Source: an optimization exercise on an open RTL-to-GDS flow (aim: small area, a short achievable clock period and few clock cycles). Production flows keep margins and buffers that such runs may drop. Only simulation tests tie the RTL to the original design; equivalence was not proved. Power and IR drop assume default switching activity.

[flow/config.mk]
export PLATFORM = sky130hd
export DESIGN_NAME = vm_core
export DESIGN_NICKNAME = vm_core
export VERILOG_FILES = /design/flow/design.v
export SDC_FILE = /design/flow/constraint.sdc
export NUM_CORES = 4
export LEC_CHECK = 0
export ABC_AREA = 0
export CAP_MARGIN = 20
export CORE_MARGIN = 2
export CORE_UTILIZATION = 50
export SETUP_SLACK_MARGIN = 2
export SLEW_MARGIN = 20
[flow/constraint.sdc]
create_clock -name core_clock -period 10.0 [get_ports {clk}]
set_input_delay 2.0000 -clock core_clock [delete_from_list [all_inputs] [get_ports {clk}]]
set_output_delay 2.0000 -clock core_clock [all_outputs]
set_load 0.01 [all_outputs]
[flow/design.v]
module vm_core (
    input  wire         clk,
    input  wire         rst,
    input  wire [159:0] image,
    output reg  [1:0]   run_state,
    output reg  [1:0]   fault_kind,
    output reg  [15:0]  fault_addr,
    output reg  [7:0]   fault_opcode,
    output reg  [2:0]   fault_op,
    output wire [15:0]  ip,
    output wire [15:0]  r1,
    output wire [15:0]  r2,
    output wire [159:0] mem
);
    localparam [1:0] S_RUNNING   = 2'd0;
    localparam [1:0] S_HALTED    = 2'd1;
    localparam [1:0] S_EXHAUSTED = 2'd2;
    localparam [1:0] S_FAULTED   = 2'd3;
    localparam [1:0] K_NONE    = 2'd0;
    localparam [1:0] K_ILLEGAL = 2'd1;
    localparam [1:0] K_OOB     = 2'd2;
    localparam [2:0] OP_NONE    = 3'd0;
    localparam [2:0] OP_FETCH   = 3'd1;
    localparam [2:0] OP_OPERAND = 3'd2;
    localparam [2:0] OP_READ16  = 3'd3;
    localparam [2:0] OP_WRITE16 = 3'd4;
    localparam [2:0] OP_JUMP    = 3'd5;
    localparam [7:0] OPC_LOAD  = 8'h01;
    localparam [7:0] OPC_STORE = 8'h02;
    localparam [7:0] OPC_ADD   = 8'h03;
    localparam [7:0] OPC_SUB   = 8'h04;
    localparam [7:0] OPC_JMP   = 8'h05;
    localparam [7:0] OPC_JE    = 8'h06;
    localparam [7:0] OPC_ADDI  = 8'h07;
    localparam [7:0] OPC_HALT  = 8'hFF;
    reg [159:0] m;       
    reg [15:0]  x0;      
    reg [15:0]  x1;      
    reg [15:0]  x2;      
    reg         pend3;   
    reg         pend4;   
    assign ip  = x0;
    assign r1  = x1;
    assign r2  = x2;
    assign mem = m;
    wire pend = pend3 | pend4;
    wire [7:0] mb [0:19];
    genvar gi;
    generate
        for (gi = 0; gi < 20; gi = gi + 1) begin : g_mb
            assign mb[gi] = m[8*gi +: 8];
        end
    endgenerate
    wire [4:0] p0 = x0[4:0];
    wire [7:0] s16 [0:22];
    wire [7:0] s8  [0:14];
    wire [7:0] s4  [0:10];
    wire [7:0] s2  [0:8];
    wire [7:0] w0  [0:7];
    generate
        for (gi = 0; gi < 23; gi = gi + 1) begin : g_s16
            if (gi + 16 < 20)  assign s16[gi] = p0[4] ? mb[gi + 16] : mb[gi];
            else if (gi < 20)  assign s16[gi] = mb[gi];
            else               assign s16[gi] = mb[gi - 20];
        end
        for (gi = 0; gi < 15; gi = gi + 1) begin : g_s8
            assign s8[gi] = p0[3] ? s16[gi + 8] : s16[gi];
        end
        for (gi = 0; gi < 11; gi = gi + 1) begin : g_s4
            assign s4[gi] = p0[2] ? s8[gi + 4] : s8[gi];
        end
        for (gi = 0; gi < 9; gi = gi + 1) begin : g_s2
            assign s2[gi] = p0[1] ? s4[gi + 2] : s4[gi];
        end
        for (gi = 0; gi < 8; gi = gi + 1) begin : g_s1
            assign w0[gi] = p0[0] ? s2[gi + 1] : s2[gi];
        end
    endgenerate
    wire in0  = (x0[15:5] == 11'd0) && (p0 <= 5'd19);
    wire eq   = (x1 == x2);
    wire lead = !pend && in0 && (w0[0] == OPC_JE) && !eq && (p0 <= 5'd17);
    wire [7:0] opc = lead ? w0[2] : w0[0];
    wire [7:0] b1  = lead ? w0[3] : w0[1];
    wire [7:0] b2  = lead ? w0[4] : w0[2];
    wire [7:0] b3  = lead ? w0[5] : w0[3];
    wire [4:0] px  = lead ? p0 + 5'd2 : p0;
    wire       inx = lead | in0;
    wire is_load  = (opc == OPC_LOAD);
    wire is_store = (opc == OPC_STORE);
    wire is_add   = (opc == OPC_ADD);
    wire is_sub   = (opc == OPC_SUB);
    wire is_jmp   = (opc == OPC_JMP);
    wire is_je    = (opc == OPC_JE);
    wire is_addi  = (opc == OPC_ADDI);
    wire is_halt  = (opc == OPC_HALT);
    wire legal    = is_load | is_store | is_add | is_sub | is_jmp | is_je | is_addi;
    wire len3        = is_load | is_store | is_add | is_sub;
    wire operand_oob = (is_addi && px > 5'd16) || (len3 && px > 5'd17) ||
                       ((is_jmp || is_je) && px > 5'd18);
    wire b1_bad  = (b1 > 8'd2);
    wire b2_bad  = (b2 > 8'd2);
    wire bad_reg = ((is_load | is_store | is_addi) && b1_bad) ||
                   ((is_add | is_sub) && (b1_bad || b2_bad));
    wire addr_bad = (b2 > 8'd18);
    wire tgt_bad  = (b1 > 8'd19);
    wire taken    = is_jmp | (is_je & eq);
    reg [1:0]  st;
    reg [1:0]  f_kind;
    reg [15:0] f_addr;
    reg [7:0]  f_opc;
    reg [2:0]  f_op;
    always @* begin
        st     = S_RUNNING;
        f_kind = K_NONE;
        f_addr = 16'd0;
        f_opc  = 8'h00;
        f_op   = OP_NONE;
        if (!inx) begin
            if (!x0[15]) begin
                st = S_EXHAUSTED;
            end else begin
                st     = S_FAULTED;
                f_kind = K_OOB;
                f_addr = x0;
                f_op   = OP_FETCH;
            end
        end else if (is_halt) begin
            st = S_HALTED;
        end else if (!legal) begin
            st     = S_FAULTED;
            f_kind = K_ILLEGAL;
            f_addr = {11'd0, px};
            f_opc  = opc;
        end else if (operand_oob) begin
            st     = S_FAULTED;
            f_kind = K_OOB;
            f_addr = 16'd20;
            f_opc  = opc;
            f_op   = OP_OPERAND;
        end else if (bad_reg) begin
            st     = S_FAULTED;
            f_kind = K_ILLEGAL;
            f_addr = {11'd0, px};
            f_opc  = opc;
        end else if ((is_load | is_store) && addr_bad) begin
            st     = S_FAULTED;
            f_kind = K_OOB;
            f_addr = {8'h00, b2};
            f_opc  = opc;
            f_op   = is_load ? OP_READ16 : OP_WRITE16;
        end else if (taken && tgt_bad) begin
            st     = S_FAULTED;
            f_kind = K_OOB;
            f_addr = {8'h00, b1};
            f_opc  = opc;
            f_op   = OP_JUMP;
        end
    end
    always @* begin
        if (pend || lead) begin
            run_state    = S_RUNNING;
            fault_kind   = K_NONE;
            fault_addr   = 16'd0;
            fault_opcode = 8'h00;
            fault_op     = OP_NONE;
        end else begin
            run_state    = st;
            fault_kind   = f_kind;
            fault_addr   = f_addr;
            fault_opcode = f_opc;
            fault_op     = f_op;
        end
    end
    wire exec = !pend && (st == S_RUNNING);
    reg [15:0] src_a;    
    reg [15:0] src_b;    
    always @* begin
        case (b1[1:0])
            2'd0:    src_a = {11'd0, px};
            2'd1:    src_a = x1;
            default: src_a = x2;
        endcase
        case (b2[1:0])
            2'd0:    src_b = {11'd0, px};
            2'd1:    src_b = x1;
            default: src_b = x2;
        endcase
    end
    wire [4:0] pl = b2[4:0];
    wire [7:0] l16 [0:20];
    wire [7:0] l8  [0:8];
    wire [7:0] l4  [0:4];
    wire [7:0] l2  [0:2];
    wire [7:0] lw  [0:1];
    generate
        for (gi = 0; gi < 17; gi = gi + 1) begin : g_l16
            if (gi + 16 < 20) assign l16[gi] = pl[4] ? mb[gi + 16] : mb[gi];
            else              assign l16[gi] = mb[gi];
        end
        for (gi = 0; gi < 9; gi = gi + 1) begin : g_l8
            assign l8[gi] = pl[3] ? l16[gi + 8] : l16[gi];
        end
        for (gi = 0; gi < 5; gi = gi + 1) begin : g_l4
            assign l4[gi] = pl[2] ? l8[gi + 4] : l8[gi];
        end
        for (gi = 0; gi < 3; gi = gi + 1) begin : g_l2
            assign l2[gi] = pl[1] ? l4[gi + 2] : l4[gi];
        end
        for (gi = 0; gi < 2; gi = gi + 1) begin : g_l1
            assign lw[gi] = pl[0] ? l2[gi + 1] : l2[gi];
        end
    endgenerate
    wire [15:0] ld_word = {lw[1], lw[0]};
    wire [15:0] imm   = {b3, b2};
    wire [15:0] opb   = is_addi ? imm : (is_sub ? ~src_b : src_b);
    wire [15:0] alu   = src_a + opb + {15'd0, is_sub};
    wire wr_ip  = (is_load | is_addi) && (b1[1:0] == 2'd0);
    wire [15:0] wval = is_load ? ld_word : alu;
    wire [4:0] pn     = px + (is_addi ? 5'd4 : 5'd3);
    wire       t_ok   = (is_load | is_add | is_sub | is_addi) && !wr_ip;
    wire [7:0] t_opc  = lead ? (is_addi ? w0[6] : w0[5]) : (is_addi ? w0[4] : w0[3]);
    wire [7:0] t_b1   = lead ? (is_addi ? w0[7] : w0[6]) : (is_addi ? w0[5] : w0[4]);
    wire       trail  = t_ok && (pn <= 5'd18) && (t_opc == OPC_JMP) && (t_b1 <= 8'd19);
    reg [4:0] ip_next;
    always @* begin
        if (taken)             ip_next = b1[4:0];
        else if (is_je)        ip_next = px + 5'd2;
        else if (trail)        ip_next = t_b1[4:0];
        else                   ip_next = pn;
    end
    integer i;
    always @(posedge clk) begin
        if (rst) begin
            m     <= image;
            x0    <= 16'd0;
            x1    <= 16'd0;
            x2    <= 16'd0;
            pend3 <= 1'b0;
            pend4 <= 1'b0;
        end else if (pend) begin
            x0    <= x0 + (pend3 ? 16'd3 : 16'd4);
            pend3 <= 1'b0;
            pend4 <= 1'b0;
        end else if (exec) begin
            if (wr_ip) begin
                x0    <= wval;
                pend3 <= is_load;
                pend4 <= is_addi;
            end else begin
                x0    <= {11'd0, ip_next};
            end
            if (((is_load | is_addi) && b1[1:0] == 2'd1) || is_add || is_sub) x1 <= wval;
            if ((is_load | is_addi) && b1[1:0] == 2'd2) x2 <= wval;
            if (is_store) begin
                for (i = 0; i < 20; i = i + 1) begin
                    if (b2[4:0] == i)        m[8*i +: 8] <= (b2[0] == i[0]) ? src_a[7:0] : src_a[15:8];
                    if (b2[4:0] + 5'd1 == i) m[8*i +: 8] <= (b2[0] == i[0]) ? src_a[7:0] : src_a[15:8];
                end
            end
        end else if (lead) begin
            x0 <= {11'd0, px};
        end
    end
endmodule
[flow/run.sh]
#!/bin/bash
# synth_recipe.tcl (not shown) runs the flow's synth.tcl, then flattens the netlist and writes it again
# the make line also repeats each setting of config.mk as NAME=value (left out here)
make -C /OpenROAD-flow-scripts/flow DESIGN_CONFIG=/design/flow/config.mk WORK_HOME=/design/flow/orfs CLKGATE_MAP_FILE= SYNTH_SCRIPT=/design/flow/synth_recipe.tcl finish
==> run notes, run 1 <==
Placement
The global placement routability congestion is 1.062. Summing all placed instances gives a cell area of 23500 sq um. Counting tap cells, the placed design contains a total of 2984 instances.

Input and output buffers added on the ports amount to 400. Once detailed placement completed, the half-perimeter wirelength came to 69580 um.

Logic synthesis
The portion of the post-synthesis area used by sequential elements is 30.37%. Sorting the synthesized cells by how often they occur yields sky130_fd_sc_hd__nand2_1 (375), sky130_fd_sc_hd__mux2i_1 (211), sky130_fd_sc_hd__edfxtp_1 (160). When the netlist entered floorplanning its net count stood at 2380. The dominant register cell in the synthesized netlist is sky130_fd_sc_hd__edfxtp_1. Of the post-synthesis cell area, the dominant cell type holds 25.14%. Among all cell types in the netlist, the one instantiated most often is sky130_fd_sc_hd__nand2_1. The register bit count reported by yosys is 210. The number of different library cells used by synthesis comes to 101.

The number of synthesized flops with an enable pin is 160. Counting every instance in the synthesized netlist gives 2189. By area the synthesized netlist is led by sky130_fd_sc_hd__edfxtp_1 (25%), sky130_fd_sc_hd__mux2i_1 (11%), sky130_fd_sc_hd__nand2_1 (7.4%). The total number of yosys warnings is 1. sky130_fd_sc_hd__edfxtp_1 takes more of the synthesized area than any other cell. The fraction of registers with async set/reset is 0%. Averaged over all synthesized cells, the footprint is 8.732 sq um. The post-synthesis cell area is 19110 sq um.

Floorplan
In this run the horizontal extent of the chip is 199.5 um. The initial core utilization is 50.75%. The die is 199.5 um tall. The floorplan step defined a core boundary enclosing 37670 sq um.

The die outline area is 39810 sq um. During I/O placement, the number of pins put on the boundary was 401. The number of standard-cell rows in the floorplan is 71.

Cells and area
In the final design database the tool counted 2727 nets. The total area of multi-input combinational cells is 12720 sq um. The total area of sequential cells is 5822 sq um. The area growth from synthesis to layout is 30.03%. The number of cells in the finished layout apart from fillers is 3062.

After filler insertion, the fill cell instance count of the layout stands at 3180. The area of all placed cells without fillers is 24860 sq um. At the end of the flow the core is filled with cells to 65.99%.

The fraction of final layout cells with drive strength greater than 1 is 12.07%. The total inserted antenna cells is 0.

GRT
Global routing used 45.92% of the available tracks across all layers. The number of antenna violations at the first check in global routing is 4. The pin count of the biggest net entering global routing is 100. The total overflow left after global routing is 0. The first global-routing pass estimated 133600 um of wire.

The number of global-route vias before repair is 19918.

STA
For the final routed database, the setup TNS stands at 0 ps. The number of pins with negative max-slew slack in the final report is 0. The worst-case headroom to the max-slew limit is 22.42%. The number of endpoints with negative hold slack in the final report is 0. The transition time at the pin with the least slew margin is 1146 ps.

The worst path uses 79.26% of the clock period. The worst path needs 7926 ps of the cycle, external delays included. The maximum operating frequency is 0.1262 GHz. Setup violations remaining at the end of the flow were counted as 0. Setup repair after global routing could not meet its margin everywhere. The clock skew is 23.70 ps.

Clock tree
The later pin in the worst-skew pair is clocked with a latency of 570 ps. Hold repair after CTS inserted 0 buffers. The clock passes through at most 3 buffers. The number of CTS-inserted buffers is 23. TritonCTS built the clock tree. In this run the clock root is driven by a sky130_fd_sc_hd__clkbuf_16. The clock edge transition at the registers on the reported setup and hold paths is 70 ps. The number of levels the H-tree was split into is 1. The clock net sink count is 210.

Critical path
The start-to-end type of the worst setup path is reg -> out. The critical path endpoint category is an output port. The maximum fanout count along the critical path is 15. STA puts the critical path data required time at 8000 ps. The startpoint kind of the worst setup timing path is a flop. Data arrives at the worst endpoint at 5930 ps.

Drt
After the first detailed-routing iteration, the DRC count stood at 3048. The routed length per placed instance is 30.41 um. The number of vias after detailed routing is 21233.

The first detailed-routing pass ran for 12 iterations. The total length of routed wires is 93110 um. The number of antenna-violating nets in the routed design is 0. The mean number of vias per cell is 6.934.

After detailed routing, the number of remaining DRC violations is 0.

Status
The run finished with no timing, DRC or antenna violations.

Power and ir drop
The power density over the cells is 105.0 nW/um^2. The peak ir drop on the vdd network is 0.1404 mV. For this design the static power due to leakage is 9.973 nW.

Worst hold path
The worst min-delay path class is reg -> reg.

Job
The tool flagged a number of max-cap violations equal to 0.
-- through the flow --
step           worst slack (ps)  hold WS, ps  total power [W]
6_report                   2074        551.2         0.002610
5_1_grt                    1961        580.4         0.002658
4_1_cts                    1990        544.8         0.002559
3_5_place_dp               1207        535.0         0.001764
3_3_place_gp               1396        525.9         0.001757
2_1_floorplan              2090        520.8         0.001401
-- flip-flops by register name, summed over array words and instances, names as in the netlist --
register / flops
pend3: 1
pend4: 1
m: 160
x1: 16
x0: 16
x2: 16
-- cells by family (layout without fill, tap and decap cells) --
| logic type | Yosys count | in the layout | share of synthesized area (%) |
|---|---|---|---|
| AND/OR/NAND/NOR | 734 | 734 | 17.28 |
| AO/OA/AOI/OAI | 634 | 634 | 22.77 |
| multiplexers | 317 | 317 | 20.32 |
| flip-flops | 210 | 210 | 30.37 |
| buffers and inverters | 209 | 571 | 4.674 |
| XOR/XNOR | 55 | 55 | 2.520 |
| adder cells (fa/ha/maj) | 30 | 30 | 2.068 |
-- final cells by class --
class | instances | share of cell area, %
Clock inverter | 14 | 0.3775
Timing Repair Buffer | 485 | 19.34
Tap cell | 511 | 2.572
Multi-Input combinational cell | 1770 | 51.17
Clock buffer | 26 | 2.361
Sequential cell | 210 | 23.42
Inverter | 46 | 0.7601
-- path summary, 6_finish.rpt --
path         startpoint             to  slack (ps)  depth (start not counted)
max reg2reg       x0[2]         x2[14]        2390                         29
min reg2reg      x2[15]         x2[15]         550                          2
max               x0[2]  fault_addr[7]        2070                         17
min              x2[15]         x2[15]         550                          2
-- where the power goes --
part / switching [W] / internal (W)
Combinational: 0.000414 / 0.000307
Sequential: 0.0000836 / 0.000996
Clock: 0.000383 / 0.000426
-- worst max-delay path, stage by stage, from the launching register on --
cell	delay, ps
sky130_fd_sc_hd__dfxtp_4	580
sky130_fd_sc_hd__inv_1	120
sky130_fd_sc_hd__ha_1	190
sky130_fd_sc_hd__and3b_1	170
sky130_fd_sc_hd__o21ai_1	410
sky130_fd_sc_hd__and4_2	470
sky130_fd_sc_hd__and4_1	340
sky130_fd_sc_hd__nor3b_1	550
sky130_fd_sc_hd__nand4_1	230
sky130_fd_sc_hd__a21oi_1	240
sky130_fd_sc_hd__o311a_1	460
sky130_fd_sc_hd__nand2_1	220
sky130_fd_sc_hd__nand2b_1	240
sky130_fd_sc_hd__nand3_2	150
sky130_fd_sc_hd__nor2_4	150
sky130_fd_sc_hd__o21ai_0	120
sky130_fd_sc_hd__a21oi_1	160
sky130_fd_sc_hd__clkdlybuf4s50_1	560
-- cells in the final DEF (no fill, tap or decap), drive strengths merged, types with 26 or more instances in the layout --
cell type,synthesis,layout
clkdlybuf4s50,0,398
nand2,376,376
mux2i,211,211
edfxtp,160,160
nor2,148,148
a21oi,142,142
a21o,112,112
o21ai,103,103
buf,65,83
mux2,55,55
mux4,51,51
dfxtp,50,50
inv,43,44
nor3,42,42
a22oi,40,40
nand3,36,36
xnor2,34,34
a211oi,28,28
clkbuf,98,27
and3,26,26
ha,26,26
-- what timing repair did --
item                                    CTS  global route
setup buffers                            19            16
endpoints found under the setup margin   43            33
gates resized for setup                  37            29
pin swaps                                 5             4
cloned                                    2             0
-- layer usage --
layer  routed length [um]  global-route usage, %  part of all wire, %
met1                34010                  59.69                   37
met4                 6111                  23.90                  6.6
met5                   23                      0                0.025
met3                13540                  13.57                   15
met2                39430                  69.10                   42
Testbench counts, summed over its fixed seeds: cycles 42,873.
==> run 2, diff against run 1 <==
--- a/flow/config.mk
+++ b/flow/config.mk
@@ -7,3 +7,3 @@
 export LEC_CHECK = 0
-export ABC_AREA = 0
+export ABC_AREA = 1
 export CAP_MARGIN = 20
==> run notes, run 2 <==
Drt
The first-pass iteration count of the detailed router is 14 (+2). The DRC marker count from the first detailed-route iteration is 4196 (+38%). The total length of routed wires is 103700 um (+11%). The routed length per placed instance is 28.15 um (-7.4%). The number of antenna-violating nets in the routed design is 0 (unchanged). The mean number of vias per cell is 6.575 (-5.2%). The number of vias after detailed routing is 24208 (+14%). The number of remaining DRC errors was 0 (unchanged).

Logic synthesis
The post-synthesis cell area is 18650 sq um (-2.4%). The portion of the post-synthesis area used by sequential elements is 31.13% (+0.75 points). Among all flip-flop cells after synthesis, the most frequent one is sky130_fd_sc_hd__edfxtp_1. The fraction of registers with async set/reset is 0% (unchanged). The commonest cells after synthesis are sky130_fd_sc_hd__nand2_1 (979), sky130_fd_sc_hd__o21ai_0 (278), sky130_fd_sc_hd__inv_1 (249). By area the synthesized netlist is led by sky130_fd_sc_hd__edfxtp_1 (26%), sky130_fd_sc_hd__nand2_1 (20%), sky130_fd_sc_hd__o21ai_0 (7.5%). The post-synthesis simple-gate area fraction is 32.72% (+15 points). The synthesized-area fraction occupied by adder cells is 2.066% (-0.0023 points). The number of synthesized flops with an enable pin is 160 (unchanged). The mean cell area of the mapped netlist is 6.488 sq um (-26%). The net count after synthesis was 3066 (+29%). The top cell type's share of synthesized area is 25.76% (+0.62 points). The gate count after technology mapping is 2875 (+31%). Summed over all instances, the cell type with the most area after synthesis is sky130_fd_sc_hd__edfxtp_1. After synthesis, the largest family of logic cells by area is simple AND/OR/NAND/NOR gates.

The post-synthesis mux area share is 0.9123% (-19 points). In the post-synthesis netlist, the cell with the most instances is sky130_fd_sc_hd__nand2_1. The register bit count reported by yosys came to 210 (unchanged). The compound-cell area share of the yosys netlist was 21.73% (-1.0 points). The parity-gate share of the synthesized area counting xor and xnor cells is 1.456% (-1.1 points). The total number of yosys warnings was 1 (unchanged).

The count of unique library cells instantiated by Yosys is 68 (-33%).

Worst hold path
The worst min-delay path class is reg -> reg.

Floorplan
The number of top-level pins is 401 (unchanged). The initial core utilization is 50.83% (+0.078 points). The number of standard-cell rows in the floorplan is 70 (-1.4%). The vertical die dimension is 197.1 um (-1.2%).

The die span in x was 197.1 um (-1.2%). The placeable core region is 36700 sq um (-2.6%). The die outline area came to 38860 sq um (-2.4%).

Critical path
The number of buffers and inverters on the critical path is 5 (+3). The startpoint kind of the worst setup timing path is a flop. The maximum fanout count along the critical path came to 18 (+3). The start-to-end type of the worst setup path is reg -> out. The cell with the most instances on the worst path is sky130_fd_sc_hd__nand2_1. The worst endpoint required time was 8000 ps (about the same).

The critical path endpoint category is an output port. The data arrival time of the critical path is 5860 ps (-70 ps). On the critical path the largest part of the delay comes from simple AND/OR/NAND/NOR gates. The longest individual stage delay on the worst path is 560 ps (-20 ps). On the critical path, the stage with the largest delay is an instance of sky130_fd_sc_hd__clkdlybuf4s50_1.

Cells and area
The utilization after layout is 65.16% (-0.83 points). In the layout the commonest cells are sky130_fd_sc_hd__nand2_1 (976), sky130_fd_sc_hd__clkdlybuf4s50_1 (399), sky130_fd_sc_hd__o21ai_0 (278). The flip-flop count of the largest register after layout is 160 (unchanged). Ranked by flip-flop count, first place goes to m. Relative to the synthesized area, the layout overhead comes to 28.21%.

The number of cells in the finished layout apart from fillers is 3682 (+20%). The commonest non-fill, non-tap cell in the layout is sky130_fd_sc_hd__nand2_1. The total area of sequential cells is 5817 sq um (about the same). The final layout net count is 3386 (+24%). The total area of multi-input combinational cells is 11110 sq um (-13%). The filler cell count was 3170 (-0.31%).

The fraction of final layout cells with drive strength greater than 1 is 6.909% (-5.2 points).

STA
The final critical path time including I/O delays and setup was 7861 ps (-65.02 ps). Setup repair after global routing left no endpoint under its margin. The final critical-path share of the clock period is 78.61% (-0.65 points).

The setup TNS after final layout is 0 ps (unchanged). The clock skew is 19.94 ps (-3.751 ps). The number of pins with negative max-slew slack in the final report is 0 (unchanged). The number of endpoints with negative hold slack in the final report is 0 (unchanged). The maximum operating frequency was 0.1272 GHz (+0.83%). The worst-case headroom to the max-slew limit is 21.13% (-1.3 points).

The post-layout worst setup margin is 2139 ps (+65.02 ps). The transition time at the pin with the least slew margin is 1171 ps (+24.99 ps). The number of endpoints failing setup at the final stage is 0 (unchanged).

Clock tree
The clock net sink count is 210 (unchanged). The maximum count of clock buffers along a single path is 3 (unchanged). The clock edge transition at the registers on the reported setup and hold paths is 70 ps (about the same). The number of levels the H-tree was split into was 1 (unchanged). TritonCTS built the clock tree.

The worst-skew pair later-pin latency is 560 ps (about the same). The hold buffer count at CTS came to 0 (unchanged). The tree is rooted in a sky130_fd_sc_hd__clkbuf_16. The number of CTS-inserted buffers is 24 (+4.3%).

Power and ir drop
The power density over the cells came to 198.3 nW/um^2 (+89%). The leakage power figure came to 10.37 nW (+3.9%). The peak ir drop on the vdd network was 0.1759 mV (+25%). The total chip power is 0.004742 W (+82%).

GRT
The number of antenna violations at the first check in global routing was 3 (-1). The total grt overflow came to 0 (unchanged). The first-pass GRT wire length is 146000 um (+9.3%). The number of global-route vias before repair came to 22029 (+11%). The overall global routing resource usage is 51.28% (+5.4 points). The pin count of the biggest net entering global routing is 117 (+17%).

Placement
The number of placed instances with taps included is 3616 (+21%). The total of buffers placed on input and output ports is 400 (unchanged). The global placement routability congestion is 1.134 (+6.8%).

The half-perimeter wire length of the detailed placement result is 79060 um (+14%). The worst slack at placement was 2125 ps (+918.4 ps).

Job
The count of maximum capacitance violations was 0 (unchanged).

Status
The flow ran to the end and the layout has no timing, DRC or antenna violations.
[run 2: cell count changes in the layout (fill, tap and decap cells not counted), sizes merged, moves of 29 or more]
cell   delta
o21ai   +207
mux2i   -194
mux4     -51
mux2     -55
inv     +232
nand2   +618
xnor2    -29
nand3   +152
nor2     +41
a21oi    +36
a22oi    -34
a21o    -109
[run 2: final cells by class]
class,instances,area share (%)
multi-input combinational,2224,46.47
sequential,210,24.33
timing repair buffer,454,18.78
inverter,280,4.578
clock buffer,28,2.663
tap,468,2.449
clock inverter,16,0.6854
timing repair inverter,1,0.03139
antenna,1,0.01046
[run 2: cell families (layout without fill, tap and decap cells)]
family,Yosys count,count (layout)
adder cells (fa/ha/maj),29,29
flip-flops,210,210
AO/OA/AOI/OAI,693,693
buffers and inverters,445,779
XOR/XNOR,31,31
AND/OR/NAND/NOR,1450,1454
other,0,1
multiplexers,17,17
[run 2: final timing paths]
check	from	endpoint	slack, ps	cells after the start
setup / recovery	x0[3]	fault_addr[7]	2140	25
hold / removal	x2[2]	x2[2]	550	2
setup reg to reg	x0[3]	m[31]	2560	22
hold reg to reg	x2[2]	x2[2]	550	2
[run 2: repair_timing]
item,4_1_cts,5_1_grt
setup endpoints to repair,23,34
setup buffers,3,13
gates resized for setup,14,26
pin swaps,1,5
gates cloned,1,4
[run 2: metal layers]
metal	GRT usage, %	vias to the layer above	share of wire (%)
met5	1.277	-	0.11
met4	30.19	8	7.7
met3	18.80	487	17
met2	74.05	2354	40
met1	65.53	11057	35
li1	-	10302	-
[run 2: worst min-delay path, cell delays in order, from the launching register on]
cell and delay, ps:
sky130_fd_sc_hd__dfxtp_1 340, sky130_fd_sc_hd__nor2_1 110, sky130_fd_sc_hd__a211oi_1 50
[run 2: metrics by stage]
step	area, sq um	hold WS [ps]
floorplan	18650	530.8
global placement	22740	518.1
detailed placement	22740	526.8
CTS	23630	540.4
global route	23910	565.3
finish	23910	553.7
[run 2: power by group]
part           switching [W]  internal [W]
sequential          0.000194       0.00108
clock               0.000403      0.000516
combinational        0.00176      0.000788
total                0.00235       0.00239
==> run 3, diff against run 2 <==
--- a/flow/config.mk
+++ b/flow/config.mk
@@ -10,4 +10,3 @@
 export CORE_MARGIN = 2
-export CORE_UTILIZATION = 50
-export SETUP_SLACK_MARGIN = 2
+export CORE_UTILIZATION = 30
 export SLEW_MARGIN = 20
==> run notes, run 3 <==
Cells and area
The final layout net count came to 3381 (-0.15%). The number of cells in the finished layout apart from fillers was 4046 (+9.9%). The flip-flop count of the largest register after layout is 160 (unchanged). The fraction of final layout cells with drive strength greater than 1 is 6.515% (-0.39 points). Leaving out fill and tap cells, the most frequent cells in the layout are sky130_fd_sc_hd__nand2_1 (978), sky130_fd_sc_hd__clkdlybuf4s50_1 (399), sky130_fd_sc_hd__o21ai_0 (278). More flip-flops sit in one register than any other, and that register is m. The area growth from synthesis to layout is 29.43%. Leaving out fill and tap cells, the most frequent cell in the layout is sky130_fd_sc_hd__nand2_1.

Logic synthesis
The count of unique library cells instantiated by Yosys is 68 (unchanged). After synthesis, the most frequently instantiated cells are sky130_fd_sc_hd__nand2_1 (979), sky130_fd_sc_hd__o21ai_0 (278), sky130_fd_sc_hd__inv_1 (249). In the synthesized netlist the dominant register cell turns out to be sky130_fd_sc_hd__edfxtp_1. The biggest area contributor in the post-synthesis netlist is sky130_fd_sc_hd__edfxtp_1. The most common cell in the synthesized netlist is sky130_fd_sc_hd__nand2_1. The register bit count reported by yosys is 210 (unchanged). The portion of the post-synthesis area used by sequential elements was 31.13% (unchanged). The number of synthesized flops with an enable pin is 160 (unchanged). The top cell type's share of synthesized area came to 25.76% (unchanged). The mean cell area of the mapped netlist is 6.488 sq um (unchanged). The gate count after technology mapping is 2875 (unchanged). The net count after synthesis is 3066 (unchanged). Sorting the synthesized cells by area gives the leading types as sky130_fd_sc_hd__edfxtp_1 (26%), sky130_fd_sc_hd__nand2_1 (20%), sky130_fd_sc_hd__o21ai_0 (7.5%). The fraction of registers with async set/reset is 0% (unchanged). The total number of yosys warnings is 1 (unchanged).

The post-synthesis cell area is 18650 sq um (unchanged).

Clock tree
TritonCTS built the clock tree. The number of CTS-inserted buffers came to 25 (+4.2%). The post-CTS resize count is 0 (-14). The worst-skew pair later-pin latency is 560 ps (about the same).

The clock net sink count is 210 (unchanged). The hold buffer count at CTS is 0 (unchanged). The number of levels the H-tree was split into is 1 (unchanged). The maximum count of clock buffers along a single path is 3 (unchanged).

The clock edge transition at the registers on the reported setup and hold paths was 60 ps (about the same). The post-CTS setup-driven buffer insertion count came to 0 (-3). In this run the clock root is driven by a sky130_fd_sc_hd__clkbuf_16.

STA
Setup repair after global routing left no endpoint under its margin. The number of endpoints failing setup at the final stage is 0 (unchanged). The setup TNS after final layout is 0 ps (unchanged). The maximum operating frequency is 0.1131 GHz (-11%). The post-layout worst setup margin is 1158 ps (-981.0 ps). The number of pins with negative max-slew slack in the final report is 0 (unchanged).

The transition time at the pin with the least slew margin came to 1170 ps (-0.6925 ps). The final critical-path share of the clock period is 88.42% (+9.8 points). The number of endpoints with negative hold slack in the final report is 0 (unchanged).

The worst-case headroom to the max-slew limit came to 21.72% (+0.58 points). The clock skew is 9.688 ps (-10.26 ps). The final critical path time including I/O delays and setup is 8842 ps (+981.0 ps).

Drt
The first-pass iteration count of the detailed router is 6 (-8). The total length of routed wires came to 104100 um (+0.47%). The DRC marker count from the first detailed-route iteration is 3101 (-26%). The number of antenna-violating nets in the routed design is 0 (unchanged). The routed length per placed instance was 25.74 um (-8.6%). The mean number of vias per cell is 5.575 (-15%).

The number of remaining DRC errors is 0 (unchanged). The number of vias after detailed routing was 22555 (-6.8%).

Job
The count of maximum capacitance violations is 0 (unchanged).

Critical path
The worst setup path is launched from a flop. The critical path is of the reg -> out type. The data arrival time of the critical path is 6840 ps (+980 ps). The maximum fanout count along the critical path is 41 (+23).

The worst endpoint required time is 8000 ps (about the same). STA classifies the critical path endpoint as an output port.

Placement
The total of buffers placed on input and output ports was 400 (unchanged). The worst slack at placement is 1858 ps (-267.6 ps). The global placement routability congestion is 1.017 (-10%).

The half-perimeter wire length of the detailed placement result was 82820 um (+4.8%). The number of placed instances with taps included came to 3999 (+11%).

GRT
The pin count of the biggest net entering global routing was 78 (-33%). The overall global routing resource usage was 31.64% (-20 points). The first-pass GRT wire length is 148400 um (+1.6%). The number of global-route vias before repair came to 21036 (-4.5%). The total grt overflow was 0 (unchanged). The number of antenna violations at the first check in global routing was 2 (-1).

Floorplan
The placeable core region came to 61600 sq um (+68%). The initial core utilization was 30.28% (-21 points). The number of top-level pins was 401 (unchanged). The vertical die dimension is 253.3 um (+29%). The die span in x was 253.3 um (+29%).

The die outline area is 64180 sq um (+65%). The number of standard-cell rows in the floorplan is 91 (+30%).

Power and ir drop
The part of the total power dissipated in sequential elements is 27.0% (about the same). The net switching component of the power is 0.002299 W (-2.3%). The internal power consumption is 0.002391 W (+0.11%).

The part of the power in combinational logic is 53.8% (about the same). The leakage power figure is 10.32 nW (-0.48%). The power density over the cells was 194.3 nW/um^2 (-2.0%).

The peak ir drop on the vdd network is 0.1274 mV (-28%). The clock share of power is 19.2% (-0.2 points). The net switching share of the total power is 49.01% (-0.61 points).

Status
The run finished with no timing, DRC or antenna violations.

Worst hold path
The tightest min-delay check is of the reg -> reg type.
## run 3: cell counts after synthesis
No cell type changed its count.
## run 3: worst max-delay path, cell delays in order (launching register included)
cell,delay (ps)
sky130_fd_sc_hd__dfxtp_2,890
sky130_fd_sc_hd__buf_4,550
sky130_fd_sc_hd__nor2_4,270
sky130_fd_sc_hd__a21oi_1,190
sky130_fd_sc_hd__nand3_1,100
sky130_fd_sc_hd__nand3_1,210
sky130_fd_sc_hd__nand2_1,140
sky130_fd_sc_hd__nor2_1,120
sky130_fd_sc_hd__nand2_1,90
sky130_fd_sc_hd__nor2_4,160
sky130_fd_sc_hd__nand2_4,240
sky130_fd_sc_hd__inv_4,290
sky130_fd_sc_hd__or2_2,150
sky130_fd_sc_hd__nand2_1,230
sky130_fd_sc_hd__nor2_1,380
sky130_fd_sc_hd__inv_2,110
sky130_fd_sc_hd__nand2_1,170
sky130_fd_sc_hd__nand2_1,70
sky130_fd_sc_hd__nand3_1,80
sky130_fd_sc_hd__nand2_1,240
sky130_fd_sc_hd__nand2_1,180
sky130_fd_sc_hd__nor2_2,70
sky130_fd_sc_hd__a21oi_1,130
sky130_fd_sc_hd__inv_1,70
sky130_fd_sc_hd__nor2_1,200
sky130_fd_sc_hd__inv_1,180
sky130_fd_sc_hd__nor2_1,120
sky130_fd_sc_hd__clkdlybuf4s50_1,540
## run 3: cells by family after synthesis
group / after synthesis / share of synthesized area, %
simple gates: 1450 / 32.72
xor+xnor: 31 / 1.456
flops: 210 / 31.13
compound gates: 693 / 21.73
fa+ha+maj: 29 / 2.066
mux: 17 / 0.9123
buf+inv: 445 / 9.995
## run 3: area by class of cell
class | instances | area [sq um]
flip-flops and latches | 210 | 5817
repair buffers | 453 | 4400
fillers | 6596 | 37460
well taps | 837 | 1047
clock inverters | 16 | 145.1
multi-input cells | 2220 | 11020
clock buffers | 29 | 640.6
diodes | 1 | 2.502
inverters | 280 | 1064
## run 3: final timing paths
path | slack (ps) | depth (start not counted) | endpoint | startpoint
max | 1160 | 27 | fault_opcode[7] | x0[2]
min | 520 | 2 | x2[2] | x2[2]
max reg2reg | 1640 | 44 | x0[15] | x0[2]
min reg2reg | 520 | 2 | x2[2] | x2[2]
## run 3: routing by layer
metal	vias up	global-route usage, %	part of all wire, %
met2	1508	47.95	43
li1	10288	-	-
met5	-	0	0.016
met4	2	14.37	5.0
met1	10524	42.96	41
met3	233	6.702	11
## run 3: metrics by stage
stage               cell area [sq um]  util (%)  hold slack, ps  power, W
floorplan                       18650         -           530.8  0.002479
global placement                23310     37.85           519.1  0.003730
detailed placement              23330     37.87           517.1  0.003712
CTS                             24110     39.15           525.8  0.004613
global route                    24140     39.19           562.9  0.004877
finish                          24140     39.19           522.8  0.004690
## run 3: power by group through the flow
stage	combinational, W	sequential [W]	clock [W]
floorplan	0.00128	0.00120	0
global placement	0.00246	0.00127	0
detailed placement	0.00244	0.00127	0
CTS	0.00245	0.00125	0.000910
global route	0.00267	0.00126	0.000944
finish	0.00252	0.00127	0.000901
==> run 4, diff against run 3 <==
--- a/flow/design.v
+++ b/flow/design.v
@@ -41,2 +41,3 @@
     reg         pend4;   
+    reg [19:0]  je;      
     assign ip  = x0;
@@ -80,3 +81,10 @@
     wire eq   = (x1 == x2);
-    wire lead = !pend && in0 && (w0[0] == OPC_JE) && !eq && (p0 <= 5'd17);
+    reg  je_at;
+    integer k;
+    always @* begin
+        je_at = 1'b0;
+        for (k = 0; k < 18; k = k + 1)
+            if (p0 == k) je_at = je[k];
+    end
+    wire lead = !pend && (x0[15:5] == 11'd0) && je_at && !eq;
     wire [7:0] opc = lead ? w0[2] : w0[0];
@@ -94,81 +102,50 @@
     wire is_addi  = (opc == OPC_ADDI);
-    wire is_halt  = (opc == OPC_HALT);
-    wire legal    = is_load | is_store | is_add | is_sub | is_jmp | is_je | is_addi;
-    wire len3        = is_load | is_store | is_add | is_sub;
-    wire operand_oob = (is_addi && px > 5'd16) || (len3 && px > 5'd17) ||
-                       ((is_jmp || is_je) && px > 5'd18);
-    wire b1_bad  = (b1 > 8'd2);
-    wire b2_bad  = (b2 > 8'd2);
-    wire bad_reg = ((is_load | is_store | is_addi) && b1_bad) ||
-                   ((is_add | is_sub) && (b1_bad || b2_bad));
-    wire addr_bad = (b2 > 8'd18);
-    wire tgt_bad  = (b1 > 8'd19);
     wire taken    = is_jmp | (is_je & eq);
-    reg [1:0]  st;
-    reg [1:0]  f_kind;
-    reg [15:0] f_addr;
-    reg [7:0]  f_opc;
-    reg [2:0]  f_op;
-    always @* begin
-        st     = S_RUNNING;
-        f_kind = K_NONE;
-        f_addr = 16'd0;
-        f_opc  = 8'h00;
-        f_op   = OP_NONE;
-        if (!inx) begin
-            if (!x0[15]) begin
-                st = S_EXHAUSTED;
-            end else begin
-                st     = S_FAULTED;
-                f_kind = K_OOB;
-                f_addr = x0;
-                f_op   = OP_FETCH;
-            end
-        end else if (is_halt) begin
-            st = S_HALTED;
-        end else if (!legal) begin
-            st     = S_FAULTED;
-            f_kind = K_ILLEGAL;
-            f_addr = {11'd0, px};
-            f_opc  = opc;
-        end else if (operand_oob) begin
-            st     = S_FAULTED;
-            f_kind = K_OOB;
-            f_addr = 16'd20;
-            f_opc  = opc;
-            f_op   = OP_OPERAND;
-        end else if (bad_reg) begin
-            st     = S_FAULTED;
-            f_kind = K_ILLEGAL;
-            f_addr = {11'd0, px};
-            f_opc  = opc;
-        end else if ((is_load | is_store) && addr_bad) begin
-            st     = S_FAULTED;
-            f_kind = K_OOB;
-            f_addr = {8'h00, b2};
-            f_opc  = opc;
-            f_op   = is_load ? OP_READ16 : OP_WRITE16;
-        end else if (taken && tgt_bad) begin
-            st     = S_FAULTED;
-            f_kind = K_OOB;
-            f_addr = {8'h00, b1};
-            f_opc  = opc;
-            f_op   = OP_JUMP;
-        end
-    end
-    always @* begin
-        if (pend || lead) begin
-            run_state    = S_RUNNING;
-            fault_kind   = K_NONE;
-            fault_addr   = 16'd0;
-            fault_opcode = 8'h00;
-            fault_op     = OP_NONE;
-        end else begin
-            run_state    = st;
-            fault_kind   = f_kind;
-            fault_addr   = f_addr;
-            fault_opcode = f_opc;
-            fault_op     = f_op;
-        end
-    end
+    function [30:0] step_check;
+        input        inr;
+        input [15:0] ipv;
+        input [7:0]  o;
+        input [7:0]  c1;
+        input [7:0]  c2;
+        input        e;
+        reg l3, l4, l2, lg, oob, badr;
+        begin
+            l3   = (o == OPC_LOAD) || (o == OPC_STORE) || (o == OPC_ADD) || (o == OPC_SUB);
+            l2   = (o == OPC_JMP) || (o == OPC_JE);
+            l4   = (o == OPC_ADDI);
+            lg   = l3 | l2 | l4;
+            oob  = (l4 && ipv[4:0] > 5'd16) || (l3 && ipv[4:0] > 5'd17) ||
+                   (l2 && ipv[4:0] > 5'd18);
+            badr = ((o == OPC_LOAD || o == OPC_STORE || o == OPC_ADDI) && c1 > 8'd2) ||
+                   ((o == OPC_ADD || o == OPC_SUB) && (c1 > 8'd2 || c2 > 8'd2));
+            if (!inr)
+                step_check = ipv[15] ? {S_FAULTED, K_OOB, ipv, 8'h00, OP_FETCH}
+                                     : {S_EXHAUSTED, K_NONE, 16'd0, 8'h00, OP_NONE};
+            else if (o == OPC_HALT)
+                step_check = {S_HALTED, K_NONE, 16'd0, 8'h00, OP_NONE};
+            else if (!lg)
+                step_check = {S_FAULTED, K_ILLEGAL, ipv, o, OP_NONE};
+            else if (oob)
+                step_check = {S_FAULTED, K_OOB, 16'd20, o, OP_OPERAND};
+            else if (badr)
+                step_check = {S_FAULTED, K_ILLEGAL, ipv, o, OP_NONE};
+            else if (o == OPC_LOAD && c2 > 8'd18)
+                step_check = {S_FAULTED, K_OOB, 8'h00, c2, o, OP_READ16};
+            else if (o == OPC_STORE && c2 > 8'd18)
+                step_check = {S_FAULTED, K_OOB, 8'h00, c2, o, OP_WRITE16};
+            else if ((o == OPC_JMP || (o == OPC_JE && e)) && c1 > 8'd19)
+                step_check = {S_FAULTED, K_OOB, 8'h00, c1, o, OP_JUMP};
+            else
+                step_check = {S_RUNNING, K_NONE, 16'd0, 8'h00, OP_NONE};
+        end
+    endfunction
+    wire [30:0] chk0 = step_check(in0, x0, w0[0], w0[1], w0[2], eq);
+    always @* begin
+        if (pend)
+            {run_state, fault_kind, fault_addr, fault_opcode, fault_op} = 31'd0;
+        else
+            {run_state, fault_kind, fault_addr, fault_opcode, fault_op} = chk0;
+    end
+    wire [30:0] chkx = step_check(inx, inx ? {11'd0, px} : x0, opc, b1, b2, eq);
+    wire [1:0]  st   = chkx[30:29];
     wire exec = !pend && (st == S_RUNNING);
@@ -223,2 +200,4 @@
     wire       trail  = t_ok && (pn <= 5'd18) && (t_opc == OPC_JMP) && (t_b1 <= 8'd19);
+    wire lo_je = (src_a[7:0] == OPC_JE);
+    wire hi_je = (src_a[15:8] == OPC_JE);
     reg [4:0] ip_next;
@@ -239,2 +218,4 @@
             pend4 <= 1'b0;
+            for (i = 0; i < 20; i = i + 1)
+                je[i] <= (image[8*i +: 8] == OPC_JE);
         end else if (pend) begin
@@ -255,4 +236,6 @@
                 for (i = 0; i < 20; i = i + 1) begin
-                    if (b2[4:0] == i)        m[8*i +: 8] <= (b2[0] == i[0]) ? src_a[7:0] : src_a[15:8];
-                    if (b2[4:0] + 5'd1 == i) m[8*i +: 8] <= (b2[0] == i[0]) ? src_a[7:0] : src_a[15:8];
+                    if (b2[4:0] == i || b2[4:0] + 5'd1 == i) begin
+                        m[8*i +: 8] <= (b2[0] == i[0]) ? src_a[7:0] : src_a[15:8];
+                        je[i]       <= (b2[0] == i[0]) ? lo_je : hi_je;
+                    end
                 end
--- a/flow/config.mk
+++ b/flow/config.mk
@@ -10,3 +10,4 @@
 export CORE_MARGIN = 2
-export CORE_UTILIZATION = 30
+export CORE_UTILIZATION = 45
+export SETUP_SLACK_MARGIN = 4
 export SLEW_MARGIN = 20
==> run notes, run 4 <==
STA
The clock skew is 32.48 ps (+22.79 ps). The number of endpoints failing setup at the final stage was 0 (unchanged). The post-layout worst setup margin was 3444 ps (+2286 ps). The final critical path time including I/O delays and setup is 6556 ps (-2286 ps). The final critical-path share of the clock period is 65.56% (-23 points). The number of pins with negative max-slew slack in the final report came to 0 (unchanged). Setup repair after global routing could not meet its margin everywhere. The number of endpoints with negative hold slack in the final report came to 0 (unchanged). The worst-case headroom to the max-slew limit was 28.26% (+6.5 points).

The transition time at the pin with the least slew margin is 1076 ps (-93.86 ps). The worst slack on hold paths came to 541.7 ps (+18.91 ps). The setup TNS after final layout is 0 ps (unchanged). The maximum operating frequency is 0.1525 GHz (+35%).

Placement
The worst slack at placement is 1729 ps (-128.6 ps). The total of buffers placed on input and output ports is 400 (unchanged). The global placement routability congestion is 1.123 (+10%). The half-perimeter wire length of the detailed placement result is 83660 um (+1.0%).

Logic synthesis
The fraction of registers with async set/reset is 0% (unchanged). The largest total area in the synthesized netlist belongs to sky130_fd_sc_hd__edfxtp_1. The count of unique library cells instantiated by Yosys was 68 (unchanged). By count the netlist is led by sky130_fd_sc_hd__nand2_1 (810), sky130_fd_sc_hd__o21ai_0 (335), sky130_fd_sc_hd__inv_1 (311). After synthesis, the cell types taking the most area are sky130_fd_sc_hd__edfxtp_1 (27%), sky130_fd_sc_hd__nand2_1 (15%), sky130_fd_sc_hd__o21ai_0 (8.5%). The portion of the post-synthesis area used by sequential elements came to 32.28% (+1.2 points). The post-synthesis cell area is 19660 sq um (+5.4%). The register bit count reported by yosys is 228 (+8.6%). The gate count after technology mapping is 2913 (+1.3%). The mean cell area of the mapped netlist is 6.749 sq um (+4.0%). For this run, the leading register cell type out of synthesis is sky130_fd_sc_hd__edfxtp_1. The net count after synthesis was 3104 (+1.2%). By instance count, the leading cell after synthesis is sky130_fd_sc_hd__nand2_1.

The top cell type's share of synthesized area is 27.19% (+1.4 points). The number of synthesized flops with an enable pin was 178 (+11%). The total number of yosys warnings is 1 (unchanged).

Cells and area
The filler cell count was 3747 (-43%). The register with the most flip-flops in the final layout is m. The top cell types in the final layout, fill and taps aside, are sky130_fd_sc_hd__nand2_1 (776), sky130_fd_sc_hd__clkdlybuf4s50_1 (380), sky130_fd_sc_hd__inv_1 (290).

The flip-flop count of the largest register after layout was 160 (unchanged). The fraction of final layout cells with drive strength greater than 1 is 17.14% (+11 points). Relative to the synthesized area, the layout overhead comes to 41.88%.

The library cell used most frequently in the layout, excluding fill and tap cells, is sky130_fd_sc_hd__nand2_1. The final layout net count is 3597 (+6.4%). The largest registers in the layout are m: 160 flops, je: 18 flops.

Floorplan
The placeable core region is 43080 sq um (-30%). The die outline area is 45380 sq um (-29%). The initial core utilization came to 45.64% (+15 points). The vertical die dimension was 213.0 um (-16%). The die span in x is 213.0 um (-16%). The number of standard-cell rows in the floorplan is 76 (-16%). The number of top-level pins came to 401 (unchanged).

GRT
The pin count of the biggest net entering global routing is 94 (+21%). The number of antenna violations at the first check in global routing is 3 (+1). The first-pass GRT wire length is 157500 um (+6.2%). The total grt overflow is 0 (unchanged). The overall global routing resource usage is 47.44% (+16 points). The number of global-route vias before repair is 23872 (+13%).

Critical path
In this run the critical register-to-register path is launched from x0[3]. The start-to-end type of the worst setup path is reg -> out. The startpoint kind of the worst setup timing path is a flop.

The maximum fanout count along the critical path is 23 (-44%). Among the stages of the critical path, the cell type that occurs most often is sky130_fd_sc_hd__buf_6. The data arrival time of the critical path is 4560 ps (-2280 ps). Walking the worst path, the cells encountered are buf_4, buf_16, o21ai_0, o221ai_2, a22o_1, inv_2, nand2_4, buf_4, inv_4, nor2_2, o21ai_4, nor2_2, buf_6, o2111a_2, a31oi_4, nand2_4, nor2_4, buf_6, buf_6, o211ai_1, a221oi_2, buf_2. The worst setup path is captured at an output port. The worst endpoint required time is 8000 ps (about the same). Among all stages on the critical path, the largest delay is contributed by sky130_fd_sc_hd__dfxtp_4. The origin of the worst setup path is x0[3]. The longest individual stage delay on the worst path is 420 ps (-470 ps).

Power and ir drop
The clock share of power came to 10.9% (-8.3 points). The leakage power figure is 11.65 nW (+13%). The internal power consumption came to 0.003960 W (+66%). The part of the total power dissipated in sequential elements is 16.5% (-11 points). The power density over the cells is 326.4 nW/um^2 (+68%). The net switching component of the power is 0.005144 W (+120%). The part of the power in combinational logic was 72.6% (+19 points). The net switching share of the total power is 56.50% (+7.5 points). The peak ir drop on the vdd network was 0.2707 mV (+110%).

Worst hold path
The worst hold path belongs to the class reg -> reg. The startpoint of the lowest-slack hold path is x1[13].

Status
The flow ran to the end and the layout has no timing, DRC or antenna violations.

Drt
The DRC marker count from the first detailed-route iteration is 4549 (+47%). The number of antenna-violating nets in the routed design is 0 (unchanged). The number of vias after detailed routing was 25979 (+15%). The mean number of vias per cell is 6.477 (+16%). The total length of routed wires is 112800 um (+8.3%).

The number of remaining DRC errors is 0 (unchanged). The first-pass iteration count of the detailed router is 7 (+1). The routed length per placed instance is 28.12 um (+9.2%).

Job
The count of maximum capacitance violations is 0 (unchanged).

Clock tree
The maximum count of clock buffers along a single path is 3 (unchanged). TritonCTS built the clock tree. The number of levels the H-tree was split into is 1 (unchanged).

The clock net sink count is 228 (+8.6%). The worst-skew pair later-pin latency was 580 ps (+20 ps). The clock edge transition at the registers on the reported setup and hold paths is 80 ps (+20 ps).

The tree is rooted in a sky130_fd_sc_hd__clkbuf_16. The hold buffer count at CTS is 0 (unchanged). The number of CTS-inserted buffers is 24 (-4.0%).
[run 4: cell count changes in the layout (fill, tap and decap cells not counted), sizes merged, moves of 25 or more]
cell,change
nand2,-169
inv,+62
buf,+187
nand3,-37
o21ai,+67
o221ai,+32
o211ai,+25
[run 4: per-layer routing]
layer  global-route usage (%)  up-vias  wire length, um
met5                        0        -               13
met3                    11.62      591            15910
met1                    60.39    11894            39640
met4                    31.16        2             9535
met2                    71.58     2463            47680
li1                         -    11029                -
[run 4: cell families (layout without fill, tap and decap cells)]
group                    Yosys count  count (layout)  synth area share [%]
flip-flops                       228             228                 32.28
AO/OA/AOI/OAI                    817             817                 24.77
buffers and inverters            512            1022                 10.48
XOR/XNOR                          33              33                 1.470
adder cells (fa/ha/maj)           29              29                 1.998
other                              0               2                     0
AND/OR/NAND/NOR                 1267            1268                 27.63
multiplexers                      27              27                 1.375
[run 4: area by class of cell]
| cell class | instances | area, sq um | share of cell area (%) |
|---|---|---|---|
| clock inverter | 9 | 130.1 | 0.4665 |
| clock buffer | 35 | 718.2 | 2.575 |
| inverter | 348 | 1423 | 5.100 |
| antenna | 2 | 5.005 | 0.01794 |
| timing repair inverter | 5 | 58.81 | 0.2108 |
| timing repair buffer | 625 | 6071 | 21.76 |
| tap | 585 | 732.0 | 2.624 |
| sequential | 228 | 6361 | 22.80 |
| multi-input combinational | 2174 | 12400 | 44.44 |
[run 4: final timing paths]
check	end	slack, ps	cells after the start
min	x1[13]	540	2
max	fault_addr[0]	3440	22
max reg2reg	x2[14]	3610	40
min reg2reg	x1[13]	540	2
[run 4: through the flow]
stage | cells | instance area (sq um) | util [%] | power, W
2_1_floorplan | 2913 | 19670 | - | 0.004364
5_1_grt | 4009 | 27890 | 64.74 | 0.009303
3_3_place_gp | 3803 | 24180 | 56.14 | 0.006792
6_report | 4011 | 27890 | 64.76 | 0.009104
4_1_cts | 3951 | 26850 | 62.34 | 0.008344
3_5_place_dp | 3805 | 24200 | 56.18 | 0.006822
[run 4: worst max-delay path, delay by kind of cell (launching register included)]
| family | cells | cell delay (ps) |
|---|---|---|
| flip-flops | 1 | 420 |
| AND/OR/NAND/NOR | 5 | 480 |
| buffers and inverters | 9 | 1180 |
| AO/OA/AOI/OAI | 8 | 1860 |
[run 4: timing repair]
action                     4_1_cts  5_1_grt
setup endpoints to repair      265      228
pin swaps                       62       61
gates resized for setup        356      152
gates cloned                     9        4
setup buffers                   93       54
[run 4: power groups by stage]
stage	clock (W)	sequential, W	combinational, W
3_5_place_dp	0	0.00150	0.00533
5_1_grt	0.00101	0.00150	0.00679
4_1_cts	0.000976	0.00148	0.00588
2_1_floorplan	0	0.00144	0.00292
6_report	0.000991	0.00150	0.00661
3_3_place_gp	0	0.00150	0.00529
Testbench counts of run 4, summed over its fixed seeds: cycles 42,873.
==> run 5, diff against run 4 <==
--- a/flow/design.v
+++ b/flow/design.v
@@ -37,8 +37,12 @@
     reg [15:0]  x0;      
-    reg [15:0]  x1;      
-    reg [15:0]  x2;      
-    reg         pend3;   
-    reg         pend4;   
+    reg [15:0]  u1, v1;  
+    reg         c1;
+    reg [15:0]  u2, v2;  
+    reg         c2;
+    reg         pend;    
+    reg [4:0]   padd;
     reg [19:0]  je;      
     assign ip  = x0;
+    wire [15:0] x1 = u1 + v1 + {15'd0, c1};
+    wire [15:0] x2 = u2 + v2 + {15'd0, c2};
     assign r1  = x1;
@@ -46,3 +50,2 @@
     assign mem = m;
-    wire pend = pend3 | pend4;
     wire [7:0] mb [0:19];
@@ -192,5 +195,6 @@
     wire [15:0] opb   = is_addi ? imm : (is_sub ? ~src_b : src_b);
-    wire [15:0] alu   = src_a + opb + {15'd0, is_sub};
+    wire [15:0] nu    = is_load ? ld_word : src_a;
+    wire [15:0] nv    = is_load ? 16'd0 : opb;
+    wire        nc    = is_sub;
     wire wr_ip  = (is_load | is_addi) && (b1[1:0] == 2'd0);
-    wire [15:0] wval = is_load ? ld_word : alu;
     wire [4:0] pn     = px + (is_addi ? 5'd4 : 5'd3);
@@ -214,6 +218,10 @@
             x0    <= 16'd0;
-            x1    <= 16'd0;
-            x2    <= 16'd0;
-            pend3 <= 1'b0;
-            pend4 <= 1'b0;
+            u1    <= 16'd0;
+            v1    <= 16'd0;
+            c1    <= 1'b0;
+            u2    <= 16'd0;
+            v2    <= 16'd0;
+            c2    <= 1'b0;
+            pend  <= 1'b0;
+            padd  <= 5'd0;
             for (i = 0; i < 20; i = i + 1)
@@ -221,10 +229,9 @@
         end else if (pend) begin
-            x0    <= x0 + (pend3 ? 16'd3 : 16'd4);
-            pend3 <= 1'b0;
-            pend4 <= 1'b0;
+            x0    <= x0 + {11'd0, padd};
+            pend  <= 1'b0;
         end else if (exec) begin
             if (wr_ip) begin
-                x0    <= wval;
-                pend3 <= is_load;
-                pend4 <= is_addi;
+                x0    <= is_load ? ld_word : imm;
+                pend  <= 1'b1;
+                padd  <= is_load ? 5'd3 : px + 5'd4;
             end else begin
@@ -232,4 +239,12 @@
             end
-            if (((is_load | is_addi) && b1[1:0] == 2'd1) || is_add || is_sub) x1 <= wval;
-            if ((is_load | is_addi) && b1[1:0] == 2'd2) x2 <= wval;
+            if (((is_load | is_addi) && b1[1:0] == 2'd1) || is_add || is_sub) begin
+                u1 <= nu;
+                v1 <= nv;
+                c1 <= nc;
+            end
+            if ((is_load | is_addi) && b1[1:0] == 2'd2) begin
+                u2 <= nu;
+                v2 <= nv;
+                c2 <= nc;
+            end
             if (is_store) begin
==> run notes, run 5 <==
Status
The run finished with no timing, DRC or antenna violations.

Clock tree
The worst-skew pair later-pin latency is 610 ps (+30 ps). The tree is rooted in a sky130_fd_sc_hd__clkbuf_16. The number of CTS-inserted buffers is 29 (+21%). The clock net sink count came to 266 (+17%). The maximum count of clock buffers along a single path is 3 (unchanged). The clock tree from TritonCTS is built.

The clock edge transition at the registers on the reported setup and hold paths is 70 ps (about the same). The number of levels the H-tree was split into is 1 (unchanged). The hold buffer count at CTS is 0 (unchanged).

Power and ir drop
The leakage power figure was 13.32 nW (+14%). The total chip power is 0.01057 W (+16%). The power density over the cells is 340.9 nW/um^2 (+4.5%).

The peak ir drop on the vdd network was 0.1905 mV (-30%).

Critical path
In this design, the critical path's most frequently occurring cell is sky130_fd_sc_hd__nand2_2. The maximum fanout count along the critical path is 16 (-30%). The data arrival time of the critical path was 4420 ps (-140 ps).

The start-to-end type of the worst setup path is reg -> out. STA classifies the critical path endpoint as an output port. The standard cell with the maximum stage delay on the critical path is sky130_fd_sc_hd__o211ai_1. The signal on the critical path passes through buf_12, buf_12, o211ai_1, o221ai_4, a22o_4, inv_2, nand2_2, nand4_1, buf_6, nor2_4, nand2_2, nand2_2, buf_4, o21ai_2, nand2_2, buf_4, a21oi_4, a21oi_2, a21oi_1, a21oi_1, a211oi_2, buf_2. The reg-to-reg critical path startpoint is u1[6]. The top cell family by delay on the critical path is compound AO/OA/AOI/OAI gates. The worst setup path is launched from a flop.

The number of buffers and inverters on the critical path is 7 (-2). The worst endpoint required time was 8000 ps (about the same). The longest individual stage delay on the worst path is 500 ps (+80 ps). The origin of the worst setup path is x0[4].

Logic synthesis
The count of unique library cells instantiated by Yosys is 67 (-1.5%). Ranked by total cell area, the synthesized netlist is headed by sky130_fd_sc_hd__edfxtp_1 (24%), sky130_fd_sc_hd__nand2_1 (16%), sky130_fd_sc_hd__o21ai_0 (9.2%). The mean cell area of the mapped netlist came to 6.554 sq um (-2.9%). The top cell type's share of synthesized area came to 23.87% (-3.3 points). The largest total area in the synthesized netlist belongs to sky130_fd_sc_hd__edfxtp_1.

The gate count after technology mapping came to 3416 (+17%). The post-synthesis cell area was 22390 sq um (+14%). Sorting the synthesized cells by how often they occur yields sky130_fd_sc_hd__nand2_1 (932), sky130_fd_sc_hd__o21ai_0 (412), sky130_fd_sc_hd__inv_1 (370). The net count after synthesis is 3626 (+17%). The register bit count reported by yosys is 266 (+17%). The fraction of registers with async set/reset is 0% (unchanged). The dominant register cell in the synthesized netlist is sky130_fd_sc_hd__edfxtp_1. The portion of the post-synthesis area used by sequential elements is 31.74% (-0.54 points). The total number of yosys warnings came to 1 (unchanged). The number of synthesized flops with an enable pin is 178 (unchanged).

By instance count, the leading cell after synthesis is sky130_fd_sc_hd__nand2_1.

Drt
The number of antenna-violating nets in the routed design is 0 (unchanged). The number of remaining DRC errors came to 0 (unchanged). The total length of routed wires was 128400 um (+14%). The routed length per placed instance is 28.15 um (+0.11%). The first-pass iteration count of the detailed router came to 6 (-1). The DRC marker count from the first detailed-route iteration is 5160 (+13%). The number of vias after detailed routing is 29511 (+14%). The mean number of vias per cell is 6.467 (-0.15%).

GRT
The number of antenna violations at the first check in global routing was 3 (unchanged). The pin count of the biggest net entering global routing is 94 (unchanged). The overall global routing resource usage is 47.77% (+0.33 points). The total grt overflow is 0 (unchanged). The first-pass GRT wire length is 179700 um (+14%). The number of global-route vias before repair was 27008 (+13%).

STA
The number of endpoints failing setup at the final stage is 0 (unchanged). Setup repair after global routing could not meet its margin everywhere. The setup TNS after final layout was 0 ps (unchanged).

The final critical-path share of the clock period came to 64.18% (-1.4 points). The number of pins with negative max-slew slack in the final report came to 0 (unchanged). The worst slack on hold paths was 453.9 ps (-87.72 ps). The number of endpoints with negative hold slack in the final report is 0 (unchanged). The maximum operating frequency is 0.1558 GHz (+2.1%). The final critical path time including I/O delays and setup is 6418 ps (-137.4 ps). The transition time at the pin with the least slew margin is 1089 ps (+13.39 ps). The worst-case headroom to the max-slew limit was 27.19% (-1.1 points). The clock skew was 21.07 ps (-11.41 ps).

Floorplan
The die span in x was 227.1 um (+6.6%). The die outline area came to 51550 sq um (+14%). The initial core utilization is 45.64% (about the same). The placeable core region is 49050 sq um (+14%). The number of standard-cell rows in the floorplan came to 81 (+6.6%). The number of top-level pins is 401 (unchanged).

The vertical die dimension is 227.1 um (+6.6%).

Cells and area
The area growth from synthesis to layout is 38.48%. The area of all placed cells without fillers was 31000 sq um (+11%). The total area of sequential cells was 7128 sq um (+12%). The final layout net count was 4084 (+14%). The flip-flop count of the largest register after layout was 160 (unchanged). In the final layout, the registers with the most flip-flops are m: 160 flops, je: 18 flops.

The total area of multi-input combinational cells is 14290 sq um (+15%). In the layout the commonest cells are sky130_fd_sc_hd__nand2_1 (891), sky130_fd_sc_hd__clkdlybuf4s50_1 (381), sky130_fd_sc_hd__o21ai_0 (348). The fraction of final layout cells with drive strength greater than 1 is 14.60% (-2.5 points). The filler cell count was 4566 (+22%). The register with the most flip-flops is m. The commonest non-fill, non-tap cell in the layout is sky130_fd_sc_hd__nand2_1.

Placement
The instance area at placement is 26890 sq um (+11%). The total of buffers placed on input and output ports is 400 (unchanged). The global placement routability congestion is 1.074 (-4.4%). The half-perimeter wire length of the detailed placement result is 94050 um (+12%).

Job
The count of maximum capacitance violations came to 0 (unchanged).

Worst hold path
The startpoint identified for the worst hold timing path is v1[14]. The worst min-delay path class is reg -> reg.
run 5: per-stage QoR:
| stage | setup slack (ps) | utilization [%] | std cells |
|---|---|---|---|
| after floorplan | 4462 | - | 3416 |
| after global placement | 2151 | 54.81 | 4353 |
| after detailed placement | 2111 | 54.81 | 4353 |
| after CTS | 3650 | 61.56 | 4515 |
| after global routing | 3415 | 63.20 | 4561 |
| final | 3582 | 63.21 | 4563 |
run 5: layout make-up:
class / count / share of cell area, %
inverters: 393 / 5.073
multi-input cells: 2571 / 46.09
well taps: 664 / 2.680
diodes: 3 / 0.02421
clock buffers: 34 / 2.498
flip-flops and latches: 266 / 22.99
repair buffers: 612 / 19.65
clock inverters: 19 / 0.9645
repair inverters: 1 / 0.02825
run 5: worst min-delay path, cell delays in order (launching register included):
cell and delay (ps):
sky130_fd_sc_hd__dfxtp_1 320, sky130_fd_sc_hd__inv_1 50, sky130_fd_sc_hd__a21oi_1 50
run 5: power by group:
group          leakage [nW]  internal [W]  switching [W]  total (W)
clock                 0.520      0.000737       0.000495    0.00123
sequential             2.43       0.00146       0.000279    0.00174
combinational          10.4       0.00240        0.00520    0.00760
total                  13.3       0.00460        0.00597     0.0106
run 5: final timing paths:
| kind | end | slack, ps | depth (start not counted) |
|---|---|---|---|
| max | fault_addr[4] | 3580 | 22 |
| min | v1[14] | 450 | 2 |
| min reg2reg | v1[14] | 450 | 2 |
| max reg2reg | u1[13] | 3970 | 28 |
run 5: timing repair:
| action | 4_1_cts | 5_1_grt |
|---|---|---|
| endpoints found under the setup margin | 467 | 295 |
| setup buffers | 101 | 43 |
| gates resized for setup | 390 | 93 |
| pin swaps | 58 | 38 |
| gates cloned | 8 | 2 |
run 5: cells by family after synthesis:
| group | Yosys count | synth area share [%] |
|---|---|---|
| flip-flops | 266 | 31.74 |
| XOR/XNOR | 36 | 1.609 |
| adder cells (fa/ha/maj) | 48 | 2.884 |
| AND/OR/NAND/NOR | 1513 | 28.05 |
| buffers and inverters | 582 | 10.28 |
| AO/OA/AOI/OAI | 953 | 24.62 |
| multiplexers | 18 | 0.8047 |
run 5: per-layer routing:
| metal | vias up | global-route usage (%) | share of wire, % |
|---|---|---|---|
| met1 | 13617 | 61.83 | 36 |
| met5 | - | 0 | 0.0078 |
| li1 | 12545 | - | - |
| met4 | 2 | 28.59 | 7.8 |
| met2 | 2725 | 71.25 | 42 |
| met3 | 622 | 13.02 | 15 |
Testbench counts of run 5, summed over its fixed seeds: cycles 42,873.

## afterwards: timing with drivers on the ports
No port has a modelled driver above. Below, the same layouts with a new extraction and two added sets of constraints. Step 1 (the two cells are an assumption about what drives the block):
set clk [get_ports {clk}]
set_driving_cell -lib_cell sky130_fd_sc_hd__clkbuf_16 $clk
set_driving_cell -lib_cell sky130_fd_sc_hd__buf_2 [delete_from_list [all_inputs] $clk]
Step 2, shift: input delay + t, output delay - t, t = (earliest + latest rising clock arrival at the registers) / 2. This alone moves slack from input paths to output paths. a / b / c = ideal ports / drivers / drivers and shift; a / b = the first two.
run	shift t [ns]	setup slack, ns	worst setup path after step 2	latest minus earliest clock arrival (ns)	worst data-port slew with drivers (ns)
run 1	0.617	2.074 / 2.014 / 2.391	register to register	0.024 / 0.024	0.06
run 2	0.601	2.139 / 2.086 / 2.559	register to register	0.020 / 0.020	0.09
run 3	0.619	1.158 / 1.095 / 1.644	register to register	0.010 / 0.010	0.08
run 4	0.625	3.444 / 3.385 / 3.606	register to register	0.033 / 0.033	0.06
run 5	0.667	3.582 / 3.512 / 3.973	register to register	0.021 / 0.021	0.06
After both steps every run listed still meets setup and hold.
